What follows belongs to an exercise in optimizing a design on an open flow for small area and few clock cycles per item; a production flow would make more cautious choices.
In this exercise RTL edits were held to simulation tests only and were not proved equivalent to the original.

### design/flow/flow/my_synth.tcl
# The standard flow's synthesis (synth_recipe.tcl, ORFS synth.tcl) with one change: the
# technology mapping. abc maps for area onto a small set of cells (XOR/XNOR
# gates, 2-input gates, AOI/OAI21, 2:1 muxes) under a delay target tighter than
# the clock (its delay model has no wires), which keeps the XOR structure
# of the RTL instead of breaking it into AND-OR logic.
proc abc {args} {
  set keep {xor2_1 xnor2_1 xor3_1 xnor3_1 nand2_1 nor2_1 inv_1 mux2i_1 mux2_1 and2_1 or2_1 a21oi_1 o21ai_0}
  set du {}
  foreach lib $::env(LIB_FILES) {
    set f [open $lib r]
    foreach {m c} [regexp -all -inline {cell\s*\(\s*"?(sky130_fd_sc_hd__[a-z0-9_]+)} [read $f]] {
      if { [lsearch -exact $keep [string range $c 17 end]] < 0 } { lappend du -dont_use $c }
    }
    close $f
  }
  set libargs {}
  foreach lib $::env(LIB_FILES) { lappend libargs -liberty $lib }
  yosys abc {*}$libargs {*}$du -constr $::env(OBJECTS_DIR)/abc.constr -script $::env(MY_ABC_SCRIPT) -D 14000
}
source $::env(FLOW_SYNTH)
### design/flow/flow/area.abc
strash
dch
map -D 7500
topo
### design/flow/standard.sh
#!/bin/bash
# synth_recipe.tcl (not shown) runs the flow's synth.tcl, then flattens the netlist and writes it again
# the make line also repeats each setting of config.mk as NAME=value (left out here)
make -C /OpenROAD-flow-scripts/flow DESIGN_CONFIG=/design/flow/config.mk WORK_HOME=/design/flow/orfs CLKGATE_MAP_FILE= SYNTH_SCRIPT=/design/flow/synth_recipe.tcl "${@:-finish}"
### design/flow/config.mk
export PLATFORM = sky130hd
export DESIGN_NAME = aes_core
export DESIGN_NICKNAME = aes_core
export VERILOG_FILES = /design/flow/design.v
export SDC_FILE = /design/flow/constraint.sdc
export NUM_CORES = 4
export LEC_CHECK = 0
export CAP_MARGIN = 20
export CORE_MARGIN = 2
export CORE_UTILIZATION = 60
export SLEW_MARGIN = 20
### design/flow/flow/run.sh
#!/bin/bash
# The standard layout (standard.sh), with synthesis run through
# flow/my_synth.tcl, and with the floorplan-stage timing repair and the
# timing-driven global placement turned off (timing is repaired after CTS),
# and the ports buffered with buf_1 cells.
# Tool logs: orfs/logs/..., and make's output in make.log.
set -euo pipefail
W=$PWD
export MY_ABC_SCRIPT=$W/flow/area.abc
export FLOW_SYNTH=$W/synth_recipe.tcl
sed "s#SYNTH_SCRIPT=[^ ]*#SYNTH_SCRIPT=$W/flow/my_synth.tcl REMOVE_ABC_BUFFERS=1 GPL_TIMING_DRIVEN=0 BUFFER_PORTS_ARGS=\"-buffer_cell sky130_fd_sc_hd__buf_1\"#" standard.sh > my_standard.sh
grep -q "SYNTH_SCRIPT=$W/flow/my_synth.tcl" my_standard.sh
bash my_standard.sh > make.log 2>&1
### design/flow/design.v
module aes_sbox (
    input  wire [7:0] a,
    output wire [7:0] y
);
    wire U0, U1, U2, U3, U4, U5, U6, U7;
    assign {U0, U1, U2, U3, U4, U5, U6, U7} = a;
    wire T1, T2, T3, T4, T5, T6, T7, T8, T9, T10, T11, T12, T13, T14, T15, T16, T17, T18, T19, T20, T21, T22, T23, T24, T25, T26, T27, M1, M2, M3, M4, M5, M6, M7, M8, M9, M10, M11, M12, M13, M14, M15, M16, M17, M18, M19, M20, M21, M22, M23, M24, M25, M26, M27, M28, M29, M30, M31, M32, M33, M34, M35, M36, M37, M38, M39, M40, M41, M42, M43, M44, M45, M46, M47, M48, M49, M50, M51, M52, M53, M54, M55, M56, M57, M58, M59, M60, M61, M62, M63, L0, L1, L2, L3, L4, L5, L6, L7, L8, L9, L10, L11, L12, L13, L14, L15, L16, L17, L18, L19, L20, L21, L22, L23, L24, L25, L26, L27, L28, L29;
    assign T1 = U0 ^ U3;
    assign T2 = U0 ^ U5;
    assign T3 = U0 ^ U6;
    assign T4 = U3 ^ U5;
    assign T5 = U4 ^ U6;
    assign T6 = T1 ^ T5;
    assign T7 = U1 ^ U2;
    assign T8 = U7 ^ T6;
    assign T9 = U7 ^ T7;
    assign T10 = T6 ^ T7;
    assign T11 = U1 ^ U5;
    assign T12 = U2 ^ U5;
    assign T13 = T3 ^ T4;
    assign T14 = T6 ^ T11;
    assign T15 = T5 ^ T11;
    assign T16 = T5 ^ T12;
    assign T17 = T9 ^ T16;
    assign T18 = U3 ^ U7;
    assign T19 = T7 ^ T18;
    assign T20 = T1 ^ T19;
    assign T21 = U6 ^ U7;
    assign T22 = T7 ^ T21;
    assign T23 = T2 ^ T22;
    assign T24 = T2 ^ T10;
    assign T25 = T20 ^ T17;
    assign T26 = T3 ^ T16;
    assign T27 = T1 ^ T12;
    assign M1 = T13 & T6;
    assign M2 = T23 & T8;
    assign M3 = T14 ^ M1;
    assign M4 = T19 & U7;
    assign M5 = M4 ^ M1;
    assign M6 = T3 & T16;
    assign M7 = T22 & T9;
    assign M8 = T26 ^ M6;
    assign M9 = T20 & T17;
    assign M10 = M9 ^ M6;
    assign M11 = T1 & T15;
    assign M12 = T4 & T27;
    assign M13 = M12 ^ M11;
    assign M14 = T2 & T10;
    assign M15 = M14 ^ M11;
    assign M16 = M3 ^ M2;
    assign M17 = M5 ^ T24;
    assign M18 = M8 ^ M7;
    assign M19 = M10 ^ M15;
    assign M20 = M16 ^ M13;
    assign M21 = M17 ^ M15;
    assign M22 = M18 ^ M13;
    assign M23 = M19 ^ T25;
    assign M24 = M22 ^ M23;
    assign M25 = M22 & M20;
    assign M26 = M21 ^ M25;
    assign M27 = M20 ^ M21;
    assign M28 = M23 ^ M25;
    assign M29 = M28 & M27;
    assign M30 = M26 & M24;
    assign M31 = M20 & M23;
    assign M32 = M27 & M31;
    assign M33 = M27 ^ M25;
    assign M34 = M21 & M22;
    assign M35 = M24 & M34;
    assign M36 = M24 ^ M25;
    assign M37 = M21 ^ M29;
    assign M38 = M32 ^ M33;
    assign M39 = M23 ^ M30;
    assign M40 = M35 ^ M36;
    assign M41 = M38 ^ M40;
    assign M42 = M37 ^ M39;
    assign M43 = M37 ^ M38;
    assign M44 = M39 ^ M40;
    assign M45 = M42 ^ M41;
    assign M46 = M44 & T6;
    assign M47 = M40 & T8;
    assign M48 = M39 & U7;
    assign M49 = M43 & T16;
    assign M50 = M38 & T9;
    assign M51 = M37 & T17;
    assign M52 = M42 & T15;
    assign M53 = M45 & T27;
    assign M54 = M41 & T10;
    assign M55 = M44 & T13;
    assign M56 = M40 & T23;
    assign M57 = M39 & T19;
    assign M58 = M43 & T3;
    assign M59 = M38 & T22;
    assign M60 = M37 & T20;
    assign M61 = M42 & T1;
    assign M62 = M45 & T4;
    assign M63 = M41 & T2;
    assign L0 = M61 ^ M62;
    assign L1 = M50 ^ M56;
    assign L2 = M46 ^ M48;
    assign L3 = M47 ^ M55;
    assign L4 = M54 ^ M58;
    assign L5 = M49 ^ M61;
    assign L6 = M62 ^ L5;
    assign L7 = M46 ^ L3;
    assign L8 = M51 ^ M59;
    assign L9 = M52 ^ M53;
    assign L10 = M53 ^ L4;
    assign L11 = M60 ^ L2;
    assign L12 = M48 ^ M51;
    assign L13 = M50 ^ L0;
    assign L14 = M52 ^ M61;
    assign L15 = M55 ^ L1;
    assign L16 = M56 ^ L0;
    assign L17 = M57 ^ L1;
    assign L18 = M58 ^ L8;
    assign L19 = M63 ^ L4;
    assign L20 = L0 ^ L1;
    assign L21 = L1 ^ L7;
    assign L22 = L3 ^ L12;
    assign L23 = L18 ^ L2;
    assign L24 = L15 ^ L9;
    assign L25 = L6 ^ L10;
    assign L26 = L7 ^ L9;
    assign L27 = L8 ^ L10;
    assign L28 = L11 ^ L14;
    assign L29 = L11 ^ L17;
    assign y[7] = L6 ^ L24;
    assign y[6] = ~(L16 ^ L26);
    assign y[5] = ~(L19 ^ L28);
    assign y[4] = L6 ^ L21;
    assign y[3] = L20 ^ L22;
    assign y[2] = L25 ^ L29;
    assign y[1] = ~(L13 ^ L27);
    assign y[0] = ~(L6 ^ L23);
endmodule
module aes_core (
    input  wire         clk,
    input  wire         rst,         
    input  wire         start,       
    input  wire         key_256,
    input  wire [255:0] key,
    input  wire [127:0] block_in,
    output wire         ready,
    output reg          done,        
    output wire [127:0] block_out
);
    reg  [127:0] state;     
    reg  [255:0] kreg;      
    reg          busy;
    reg          mode256;
    reg  [2:0]   cnt;       
    assign ready = !busy;
    wire         last = busy && (cnt == (mode256 ? 3'd6 : 3'd4));
    function [7:0] rcon;         
        input [3:0] i;
        rcon = i[3] ? (i[0] ? 8'h36 : 8'h1b) : (8'h01 << i[2:0]);
    endfunction
    function [31:0] rotword;
        input [31:0] w;
        rotword = {w[23:0], w[31:24]};
    endfunction
    function [127:0] expand4;    
        input [127:0] base;
        input [31:0]  t;
        reg   [31:0]  w0, w1, w2, w3;
        begin
            w0 = base[127:96] ^ t;
            w1 = base[95:64]  ^ w0;
            w2 = base[63:32]  ^ w1;
            w3 = base[31:0]   ^ w2;
            expand4 = {w0, w1, w2, w3};
        end
    endfunction
    wire [127:0] k_hi = kreg[255:128];
    wire [127:0] k_lo = kreg[127:0];
    wire [7:0]   rcon_a = mode256 ? 8'h00 : rcon({cnt, 1'b0} - 4'd1);
    reg  [31:0]  sa_in;     
    wire [31:0]  sa_out;
    wire [127:0] nw_a   = expand4(k_hi, sa_out ^ {rcon_a, 24'h000000});
    wire [127:0] rk_r = mode256 ? k_lo : nw_a;
    wire [7:0]   rcon_b = !busy ? 8'h01 : mode256 ? rcon({1'b0, cnt}) : rcon({cnt, 1'b0});
    wire [31:0]  sb_w   = !busy ? (key_256 ? key[31:0] : key[159:128]) : nw_a[31:0];
    wire [31:0]  sb_in  = rotword(sb_w);
    wire [127:0] sb_base = !busy ? key[255:128] : rk_r;
    wire [31:0]  sb_out;
    wire [127:0] nw_b   = expand4(sb_base, sb_out ^ {rcon_b, 24'h000000});
    aes_sbox u_ks_a0 (.a(sa_in[31:24]), .y(sa_out[31:24]));
    aes_sbox u_ks_a1 (.a(sa_in[23:16]), .y(sa_out[23:16]));
    aes_sbox u_ks_a2 (.a(sa_in[15:8]),  .y(sa_out[15:8]));
    aes_sbox u_ks_a3 (.a(sa_in[7:0]),   .y(sa_out[7:0]));
    aes_sbox u_ks_b0 (.a(sb_in[31:24]), .y(sb_out[31:24]));
    aes_sbox u_ks_b1 (.a(sb_in[23:16]), .y(sb_out[23:16]));
    aes_sbox u_ks_b2 (.a(sb_in[15:8]),  .y(sb_out[15:8]));
    aes_sbox u_ks_b3 (.a(sb_in[7:0]),   .y(sb_out[7:0]));
    wire [127:0] kreg_hi_nx = busy ? (mode256 ? nw_a : nw_b)
                                   : (key_256 ? key[127:0] : nw_b);
    function [127:0] shift_rows;
        input [127:0] s;
        integer c, r;
        begin
            for (c = 0; c < 4; c = c + 1)
                for (r = 0; r < 4; r = r + 1)
                    shift_rows[127 - 8*(4*c + r) -: 8] = s[127 - 8*(4*((c + r) % 4) + r) -: 8];
        end
    endfunction
    function [7:0] xtime;
        input [7:0] a;
        xtime = {a[6:0], 1'b0} ^ (a[7] ? 8'h1b : 8'h00);
    endfunction
    function [31:0] mix_delta;
        input [31:0] col;
        reg [7:0] a0, a1, a2, a3, t;
        begin
            a0 = col[31:24];
            a1 = col[23:16];
            a2 = col[15:8];
            a3 = col[7:0];
            t  = (a0 ^ a1) ^ (a2 ^ a3);
            mix_delta[31:24] = t ^ xtime(a0 ^ a1);
            mix_delta[23:16] = t ^ xtime(a1 ^ a2);
            mix_delta[15:8]  = t ^ xtime(a2 ^ a3);
            mix_delta[7:0]   = t ^ xtime(a3 ^ a0);
        end
    endfunction
    function [127:0] mix_deltas;
        input [127:0] s;
        mix_deltas = {mix_delta(s[127:96]), mix_delta(s[95:64]),
                      mix_delta(s[63:32]),  mix_delta(s[31:0])};
    endfunction
    wire [127:0] sr0  = shift_rows(state);
    wire [127:0] lout = sr0 ^ mix_deltas(sr0) ^ k_hi;
    wire [127:0] sb1;
    wire [127:0] sr1  = shift_rows(sb1);
    wire [127:0] r1_out = sr1 ^ (mix_deltas(sr1) & {128{busy}}) ^ rk_r;
    assign block_out = r1_out;
    wire [127:0] din2 = busy ? r1_out : (block_in ^ key[255:128]);   
    wire [127:0] sb2;
    genvar gi;
    generate
        for (gi = 0; gi < 16; gi = gi + 1) begin : g_sbox
            aes_sbox u_sbox1 (.a(lout[127 - 8*gi -: 8]), .y(sb1[127 - 8*gi -: 8]));
            aes_sbox u_sbox2 (.a(din2[127 - 8*gi -: 8]), .y(sb2[127 - 8*gi -: 8]));
        end
    endgenerate
    always @(posedge clk) begin
        state <= sb2;
        kreg  <= {kreg_hi_nx, nw_b};
        sa_in <= (busy ? mode256 : key_256) ? nw_b[31:0] : rotword(kreg_hi_nx[31:0]);
        if (rst) begin
            busy <= 1'b0;
            done <= 1'b0;
        end else begin
            done <= last;
            if (busy) begin
                if (last)
                    busy <= 1'b0;
                cnt <= cnt + 3'd1;
            end else if (start) begin
                mode256 <= key_256;
                busy    <= 1'b1;
                cnt     <= 3'd1;
            end
        end
    end
endmodule
### design/flow/constraint.sdc
create_clock -name core_clock -period 14.0 [get_ports {clk}]
set_input_delay 2.8000 -clock core_clock [delete_from_list [all_inputs] [get_ports {clk}]]
set_output_delay 2.8000 -clock core_clock [all_outputs]
set_load 0.01 [all_outputs]
==> metrics.md, run 1 <==
| Metric | Value |
|---|---|
| Final period utilization | 96.6% |
| Area Growth Syn to Fin | 11.0% |
| Max cap viols | 0 |
| Clk latency of the worst-skew pair | 700 ps |
| Post-synthesis compound-gate area fraction | 7.99% |
| CTS Buf Count | 52 |
| Synth Warn # | 1 |
| CP Buf/Inv Count | 3 |
| CTS tree | built |
| Largest fanout on the critical path | 5 |
| Core region area | 111,000 um^2 |
| Die Area | 114,000 um^2 |
| Nets | 10,400 |
| CTS HTree Levels | 2 |
| Yosys cell types | 14 |
| Layout Cells excl Fill | 11,400 |
| Largest net degree at the start of global routing | 120 |
| Syn Area/Cell | ~7.2 um^2 |
| Die Span Y | 338 um |
| Placed Area | 71,400 um^2 |
| Largest family of logic cells by synthesized area | XOR/XNOR gates |
| Vias per cell | 5.50 |
| Min Hold Slack | about 700 ps |
| Max Clock Skew | 48.2 ps |
| Fin util | between 60% and 70% |
| Final WL | between 200,000 and 300,000 um |
| DRC | 0 |
| Starting DRC count in detailed routing | ~6,700 |
| Fmax | between 0.07 and 0.08 GHz |
| Chip width | 338 um |
| Status | complete, no violations |
| Initial Utilization | 60.5% |
| Antenna Violating Nets Remaining | 0 |
| Initial antenna violation count | 19 |
| Gr ovfl total | 0 |
| #FFs+latches synth | 422 |
| Root buffer cell | clkbuf_16 |
| Port-buffer cells | 517 |
| Vias in the first global route | a little under 60,000 |
| Seq/Total Area, Yosys | approximately 13% |
| Placed insts | 11,300 |
| Tmin final | 13,520 ps |
| Cell Area, Synth | 66,800 um^2 |
| CP most frequent cell | xor2_1 |
| Layout cell share with drive strength beyond 1 | 2.57% |
| Final hold vios | 0 |
| Design Area, Final | 74,200 um^2 |
| Adder-cell share of the synthesized area | 1.65% |
| Via count | between 60,000 and 70,000 |
| Total track usage | 44.5% |
| Setup violators final | 0 |
| Mux cell area share after synthesis | 0.914% |
| Post-DP HPWL | 225,000 um |
| RePlAce Congestion | 1.09 |
| Boundary Pins | 518 |
| Synth Area in XOR/XNOR | about 60% |
| Critical Path RT | ~15,000 ps |
| CTS sink count | 422 |
| Cell at the slowest stage of the critical path | xor2_1 |
| Max Transition Viols Final | 0 |
| Crit Path Category | reg2reg |
| Crit end category | flop |
| First-pass GRT wire length | 372,000 um |
| Cells after synthesis | 9,278 |
| Setup TNS | 0 ps |
| Place WS | -74.3 ps |
| CP max stage delay | 890 ps |
| Crit start category | flop |
| Cell family with most CP delay | XOR/XNOR gates |
| Clk pin slew, worst setup/hold paths | 60 ps |
| Worst Path Arrival | 14,060 ps |
| Rows | 122 |
| Simple-gate area share of the yosys netlist | roughly 14% |
| Worst-margin pin slew | ~1300 ps |
| Worst hold path class | reg2reg |
| PnR worst setup slack | 482 ps |
| Pre-antenna DRT Iters | 9 |
| Clock buffer depth | 3 |
| Routed wire length per instance | 23.1 um |
| Max_slew headroom | about 14% |
-- synth_stat cells (all sizes together) --
cell / n / share of area (%)
a21oi: 594 / 4.4
xnor3: 7 / 0.24
xor2: 3131 / 41
nand2: 1180 / 6.6
nor2: 1124 / 6.3
dfxtp: 418 / 13
o21ai: 473 / 3.5
ha: 88 / 1.6
mux2i: 61 / 0.91
xnor2: 1313 / 17
edfxtp: 4 / 0.18
inv: 798 / 4.5
or2: 26 / 0.24
and2: 61 / 0.57
-- area by class of cell --
class,count,area (um^2)
Clock inverter,29,409
Inverter,798,3010
Antenna cell,9,22.5
Fill cell,10200,36300
Multi-Input combinational cell,8058,56300
Sequential cell,422,8490
Clock buffer,68,1450
Tap cell,1488,1860
Timing Repair Buffer,549,2650
-- per-layer routing --
| metal | up-vias | track usage [%] | part of all wire [%] |
|---|---|---|---|
| met5 | - | 0 | 0.042 |
| met4 | 18 | 34.4 | 9.4 |
| met3 | 749 | 11.8 | 11 |
| met2 | 3037 | 66.8 | 41 |
| met1 | 29400 | 53.9 | 38 |
| li1 | 29600 | - | - |
-- path summary, 6_finish.rpt --
check                           slack (ps)  depth (start not counted)      start         to
worst min register to register         700                          2  kreg[136]  kreg[136]
worst max-delay path                   480                         43  sa_in[30]   sa_in[0]
worst min-delay path                   700                          2  kreg[136]  kreg[136]
worst max register to register         480                         43  sa_in[30]   sa_in[0]
-- cells by family after synthesis --
| kind of cell | count (synthesis) |
|---|---|
| mux | 61 |
| flops | 422 |
| simple gates | 2391 |
| compound gates | 1067 |
| buf+inv | 798 |
| xor+xnor | 4451 |
| fa+ha+maj | 88 |
-- registers in the layout (all words and copies together) (netlist names) --
name,flops
mode256,1
done,1
kreg,256
state,128
busy,1
cnt,3
sa_in,32
-- placed cells by master (no fill, tap or decap), types with 3 or more instances in the layout --
cell type / count
a21oi_1: 586
a21oi_2: 8
and2_1: 61
buf_1: 516
buf_12: 8
buf_16: 18
buf_4: 4
bufinv_16: 7
clkbuf_1: 8
clkbuf_16: 53
clkbuf_8: 7
clkinv_2: 9
clkinvlp_4: 5
dfxtp_1: 416
diode_2: 9
edfxtp_1: 4
ha_1: 88
inv_1: 794
inv_8: 3
mux2i_1: 58
mux2i_2: 3
nand2_1: 1179
nor2_1: 1121
o21ai_0: 444
o21ai_1: 27
or2_1: 26
xnor2_1: 1284
xnor2_2: 28
xnor3_1: 7
xor2_1: 3050
xor2_2: 77
xor2_4: 4
-- worst reg2reg max path, delay by kind of cell (launching register included) --
family,cells,cell delay [ps]
buffers and inverters,3,460
and+or+nand+nor,4,360
AOI/OAI and AO/OA,5,1760
adders and majority gates,2,570
DFF,1,530
xor gates and xnor gates,29,9730
-- timing repair --
action,in CTS,in global routing
setup buffers,0,2
gates resized for setup,5,128
endpoints found under the setup margin,7,140
hold buffers,0,0
cloned,0,0
pin swaps,0,2
Testbench counts, summed over its fixed seeds: cycles 9,272, items 1,536.
==> inputs of run 2 (changes only) <==
--- a/design/flow/config.mk
+++ b/design/flow/config.mk
@@ -10,2 +10,4 @@
 export CORE_UTILIZATION = 60
+export CTS_CLUSTER_DIAMETER = 100
+export CTS_CLUSTER_SIZE = 30
 export SLEW_MARGIN = 20
==> run 2 against run 1 <==
Global-route usage down 0.33 points. Register-to-register slack worse by 30 ps. Cell count down 0.47%. Sequential cell count unchanged. Utilization down 0.78 points. Final area down 1.2%. Area after synthesis unchanged. Non-clock buffer count unchanged. Die area unchanged. Sequential share of layout area up 0.14 points. Wire length down 0.49%. Largest cell class unchanged. Highest routed layer unchanged.
==> metrics.md, run 2 <==
| Metric | Value |
|---|---|
| Cell Area, Synth | 66,800 um^2 |
| Top post-synthesis cells by area | xor2_1, xnor2_1, dfxtp_1, nand2_1, nor2_1 |
| Fmax | 0.0738 GHz |
| Most common cell in the netlist | xor2_1 |
| Setup violators final | 0 |
| Top cells by count, synth | xor2_1, xnor2_1, nand2_1 |
| Final WL | 262,000 um |
| Area occupied by registers | ~8500 um^2 |
| EDFF count, synth | 4 |
| Fin util | 66.3% |
| CP most frequent cell | xor2_1 |
| Final period utilization | 96.8% |
| Area leader, netlist | xor2_1 |
| Nets | 10,300 |
| Total track usage | 44.1% |
| Clock buffer depth | 3 |
| RSZ-0062 raised after global routing | yes |
| Max cap viols | 0 |
| First-pass GRT wire length | 370,000 um |
| Top-area cell type share of the netlist area | 41.0% |
| Status | complete, no violations |
| Yosys cell types | 14 |
| Fillers | 10,300 |
| Synth Warn # | 1 |
| Die Area | 114,000 um^2 |
| Commonest non-fill, non-tap cell in the layout | xor2_1 |
| Crit start category | flop |
| CTS tree | built |
| Crit Path Category | reg2reg |
| Most frequent cells in the layout | xor2_1, xnor2_1, nand2_1 |
| Setup TNS | 0 ps |
| Vias per cell | 5.50 |
| Worst Hold End | kreg[137] |
| Max Transition Viols Final | 0 |
| Hold_sp | kreg[137] |
| Largest registers | kreg: 256 flops, state: 128 flops, sa_in: 32 flops |
| Cells after synthesis | 9,278 |
| CTS Buf Count | 25 |
| Worst hold path class | reg2reg |
| Final hold vios | 0 |
| Layout Cells excl Fill | 11,400 |
| Largest net degree at the start of global routing | 120 |
| Clk pin slew, worst setup/hold paths | 120 ps |
| Primary FF master, synth | dfxtp_1 |
| Via count | 62,500 |
| Die Span Y | 338 um |
| Worst reg2reg endpoint | sa_in[6] |
| RePlAce Congestion | between 1 and 1.5 |
| Layout cell share with drive strength beyond 1 | under 10% |
| DRC | 0 |
| Place WS | -74.3 ps |
| Post-DP HPWL | 225,000 um |
| Reg2Reg Depth | 43 |
| Asr flop ratio synth | 0% |
| PnR worst setup slack | 447 ps |
| Port-buffer cells | between 500 and 600 |
| Initial antenna violation count | 19 |
| Rows | 122 |
| Max reg flops | 256 |
| Cell at the slowest stage of the critical path | xnor2_1 |
| Worst-margin pin slew | 1250 ps |
| Routed wire length per instance | about 23 um |
| Clk latency of the worst-skew pair | about 660 ps |
| Worst Path Arrival | 14,050 ps |
| #FFs+latches synth | 422 |
| Core region area | roughly 110,000 um^2 |
| Hold path cells | 4 |
| Design Area, Final | 73,300 um^2 |
| CTS HTree Levels | 1 |
| Root buffer cell | clkbuf_16 |
| Placed insts | 11,300 |
| Footprint of the multi-input gates | 56,300 um^2 |
| Max Clock Skew | 45.1 ps |
| Gr ovfl total | 0 |
| Crit end category | flop |
| Largest Register | kreg |
| Vias in the first global route | 58,700 |
| Setup slack, reg-to-reg | between 400 and 500 ps |
| Min Hold Slack | 712 ps |
| Initial Utilization | 60.5% |
| Chip width | 338 um |
| Worst R2R Start | sa_in[30] |
| Pre-antenna DRT Iters | 6 |
| Seq/Total Area, Yosys | between 10% and 20% |
| Starting DRC count in detailed routing | 6,968 |
| CP max stage delay | 790 ps |
| Antenna Violating Nets Remaining | 0 |
| Critical Path RT | around 15,000 ps |
| Tmin final | around 14,000 ps |
| Largest fanout on the critical path | 5 |
| CTS sink count | 422 |
| Boundary Pins | 518 |
| Max_slew headroom | 16.1% |
| Area Growth Syn to Fin | 9.75% |
| Placed Area | 71,400 um^2 |
| Syn Area/Cell | 7.20 um^2 |
run 2: worst max path at each step:
| stage | from | to | depth (start not counted) | slack [ps] |
|---|---|---|---|---|
| 2_1_floorplan | busy | sa_in[26] | 31 | -9190 |
| 3_3_place_gp | busy | sa_in[4] | 4 | -41000 |
| 3_5_place_dp | state[111] | state[114] | 47 | -70 |
| 4_1_cts | state[111] | state[114] | 47 | 20 |
| 5_1_grt | state[1] | state[106] | 46 | -140 |
| 6_report | sa_in[30] | sa_in[6] | 43 | 450 |
run 2: metal layers:
| layer | vias up | track usage [%] | part of all wire [%] |
|---|---|---|---|
| li1 | 29600 | - | - |
| met1 | 29200 | 54.8 | 39 |
| met2 | 2978 | 66.6 | 41 |
| met3 | 703 | 9.62 | 11 |
| met4 | 16 | 33.5 | 9.4 |
| met5 | - | 0 | 0.037 |
run 2: logic make-up (layout without fill, tap and decap cells):
kind of cell,after synthesis,in the layout,share of synthesized area [%]
other cells,0,8,0
mux,61,61,0.914
compound gates,1067,1067,7.99
buf+inv,798,1391,4.48
flops,422,422,12.7
simple gates,2391,2391,13.8
fa+ha+maj,88,88,1.65
xor+xnor,4451,4451,58.5
run 2: timing repair:
action                     CTS  global route
gates resized for setup      5           132
buffers inserted             0             2
cloned                       0             0
setup endpoints to repair    7           134
pin swaps                    0             2
hold buffers                 0             0
run 2: final cells by class:
type,count,share of cell area [%]
clock buffers,26,0.872
well taps,1488,2.54
repair buffers,549,3.60
multi-input cells,8058,76.8
diodes,8,0.0273
inverters,798,4.11
clock inverters,18,0.515
flip-flops and latches,422,11.6
run 2: critical path, delay by kind of cell, from the launching register on:
family / cells / cell delay, ps
simple gates: 4 / 340
compound gates: 5 / 1790
flops: 1 / 550
buf+inv: 3 / 490
xor+xnor: 29 / 9610
fa+ha+maj: 2 / 560
==> inputs of run 3 (changes only) <==
==> design/flow/flow/area.abc (replaced) <==
strash
dch
map -a
topo
--- a/design/flow/flow/my_synth.tcl
+++ b/design/flow/flow/my_synth.tcl
@@ -2,4 +2,3 @@
 # technology mapping. abc maps for area onto a small set of cells (XOR/XNOR
-# gates, 2-input gates, AOI/OAI21, 2:1 muxes) under a delay target tighter than
-# the clock (its delay model has no wires), which keeps the XOR structure
+# gates, 2-input gates, AOI/OAI21, 2:1 muxes), which keeps the XOR structure
 # of the RTL instead of breaking it into AND-OR logic.
--- a/design/flow/config.mk
+++ b/design/flow/config.mk
@@ -10,4 +10,2 @@
 export CORE_UTILIZATION = 60
-export CTS_CLUSTER_DIAMETER = 100
-export CTS_CLUSTER_SIZE = 30
 export SLEW_MARGIN = 20
==> run 3 against run 2 <==
Sequential share of layout area shrank 0.10 points. Wire length rose by 1.6%. Cell count about the same. Critical endpoint is now state[34].
==> metrics.md, run 3 <==
| Metric | Value |
|---|---|
| Seq/Total Area, Yosys | 12.8% |
| Fillers | 10,100 |
| EDFF count, synth | 4 |
| Critical Path RT | about 15,000 ps |
| Core region area | approximately 110,000 um^2 |
| First-pass GRT wire length | 373,000 um |
| Tmin final | 13,590 ps |
| Post-DP HPWL | 228,000 um |
| Worst Hold End | cnt[0] |
| Port-buffer cells | 517 |
| Rows | 122 |
| Initial Utilization | 60.3% |
| Final period utilization | about 97% |
| Hold_sp | cnt[0] |
| Crit end category | flop |
| Worst hold path class | reg2reg |
| Primary FF master, synth | dfxtp_1 |
| Worst R2R Start | state[43] |
| Clk latency of the worst-skew pair | 710 ps |
| #FFs+latches synth | 422 |
| Fmax | 0.0736 GHz |
| Via count | 62,500 |
| Commonest non-fill, non-tap cell in the layout | xor2_1 |
| Final hold vios | 0 |
| Largest fanout on the critical path | 8 |
| Reg2Reg Depth | 43 |
| Clk pin slew, worst setup/hold paths | 60 ps |
| Routed wire length per instance | 23.5 um |
| Area Growth Syn to Fin | 11.1% |
| Root buffer cell | clkbuf_16 |
| Max Transition Viols Final | 0 |
| Worst Path Arrival | 14,220 ps |
| Largest Register | kreg |
| Chip width | ~340 um |
| Initial antenna violation count | 14 |
| Total track usage | 44.8% |
| Setup TNS | 0 ps |
| Worst-margin pin slew | ~1400 ps |
| Die Area | 114,000 um^2 |
| Max cap viols | 0 |
| CTS tree | built |
| DRC | 0 |
| Fin util | 67.0% |
| Status | complete, no violations |
| Top-area cell type share of the netlist area | 39.8% |
| RePlAce Congestion | roughly 1.1 |
| CP most frequent cell | xor2_1 |
| Asr flop ratio synth | 0% |
| Clock buffer depth | 3 |
| Final WL | between 200,000 and 300,000 um |
| Layout cell share with drive strength beyond 1 | 2.73% |
| Placed Area | 71,100 um^2 |
| Area leader, netlist | xor2_1 |
| Antenna Violating Nets Remaining | 0 |
| Setup slack, reg-to-reg | 410 ps |
| Cells after synthesis | 9,215 |
| Vias per cell | 5.50 |
| Crit start category | flop |
| Placed insts | 11,300 |
| Gr ovfl total | 0 |
| Boundary Pins | 518 |
| Vias in the first global route | approximately 58,000 |
| Die Span Y | around 340 um |
| Top post-synthesis cells by area | xor2_1, xnor2_1, dfxtp_1, nor2_1, nand2_1 |
| Max_slew headroom | 4.77% |
| Cell at the slowest stage of the critical path | dfxtp_1 |
| Top cells by count, synth | xor2_1, xnor2_1, nor2_1 |
| Most common cell in the netlist | xor2_1 |
| Yosys cell types | 13 |
| Syn Area/Cell | about 7.2 um^2 |
| Footprint of the multi-input gates | 56,000 um^2 |
| CTS sink count | 422 |
| Pre-antenna DRT Iters | 8 |
| Setup violators final | 0 |
| Area occupied by registers | between 8000 and 9000 um^2 |
| Largest net degree at the start of global routing | roughly 120 |
| CTS Buf Count | between 50 and 60 |
| CP max stage delay | 620 ps |
| Cell Area, Synth | 66,600 um^2 |
| Largest registers | kreg: 256 flops, state: 128 flops, sa_in: 32 flops |
| Most frequent cells in the layout | xor2_1, xnor2_1, nor2_1 |
| Min Hold Slack | ~690 ps |
| Nets | roughly 10,000 |
| Starting DRC count in detailed routing | roughly 6,200 |
| # hold bufs at CTS | 0 |
| Crit Path Category | reg2reg |
| Synth Warn # | 1 |
| Max Clock Skew | 43.4 ps |
| Design Area, Final | around 74,000 um^2 |
| Hold path cells | 1 |
| Layout Cells excl Fill | 11,400 |
| Max reg flops | 256 |
| CTS HTree Levels | 2 |
| Worst reg2reg endpoint | state[34] |
## run 3: changes by cell type after synthesis, sizes merged, moves of 10 or more
| cell | previous run | this run |
|---|---|---|
| nand2 | 1180 | 1071 |
| xnor2 | 1313 | 1421 |
| xor2 | 3131 | 3027 |
| o21ai | 473 | 503 |
| inv | 798 | 812 |
| and2 | 61 | 73 |
| mux2i | 61 | 71 |
## run 3: per-layer routing
layer  share of wire (%)  wire length, um  global-route usage [%]
met5               0.034               91                       0
met4                 8.7            23100                    32.3
met3                  12            31300                    11.7
met2                  41           110000                    66.7
met1                  38           102000                    55.7
## run 3: critical path: cells and delay by family, from the launching register on
kind	cells	cell delay (ps)
xor+xnor	30	9910
fa+ha+maj	2	540
buf+inv	1	120
compound gates	6	1940
flops	1	620
simple gates	4	380
## run 3: final cells by class
type                       count  share of cell area [%]
clock buffer                  66                    2.00
antenna                        5                  0.0169
clock inverter                35                   0.595
sequential                   422                    11.5
inverter                     812                    4.15
timing repair buffer         549                    3.52
multi-input combinational   7981                    75.7
tap                         1488                    2.52
## run 3: worst max path at each step
stage / end / slack [ps] / start
6_report: state[34] / 410 / state[43]
5_1_grt: sa_in[26] / -4 / sa_in[14]
3_3_place_gp: sa_in[26] / -39680 / busy
2_1_floorplan: sa_in[2] / -8900 / busy
3_5_place_dp: sa_in[2] / -300 / sa_in[22]
4_1_cts: state[34] / 10 / state[47]
## run 3: what timing repair did
action	in CTS	in global routing
buffers inserted	0	2
pin swaps	0	1
resized for setup	14	129
gates cloned	0	0
endpoints found under the setup margin	9	138
## run 3: stage by stage
| stage | setup slack, ps |
|---|---|
| after floorplan | -8900 |
| after global placement | -39680 |
| after detailed placement | -299 |
| after CTS | 11.6 |
| after global routing | -3.98 |
| final | 409 |
## run 3: kinds of logic after synthesis
group | synth area share (%)
XOR/XNOR | 58.5
AND/OR/NAND/NOR | 13.2
AO/OA/AOI/OAI | 8.18
buffers and inverters | 4.58
flip-flops | 12.8
adder cells (fa/ha/maj) | 1.65
multiplexers | 1.07

## what the ideal ports hide
Ports are ideal in the flow. The routed layouts listed here were re-timed in OpenROAD.
Step 1: set_driving_cell puts a clkbuf_16 on clk and a buf_2 on each other input, an assumption about the parent block.
Step 2, shift: input delay + t, output delay - t, t = (earliest + latest rising clock arrival at the registers) / 2. This alone moves slack from input paths to output paths.
Three values: ideal, step 1, step 2; two values: the first two.
run	t (ns)	slack for setup (ns)	worst setup path after step 2
run 1	0.758	0.482 / 0.482 / 0.482	register to register
run 2	0.720	0.447 / 0.447 / 0.447	register to register
run 3	0.765	0.409 / 0.409 / 0.409	register to register
After both steps setup and hold are still met in every run listed.
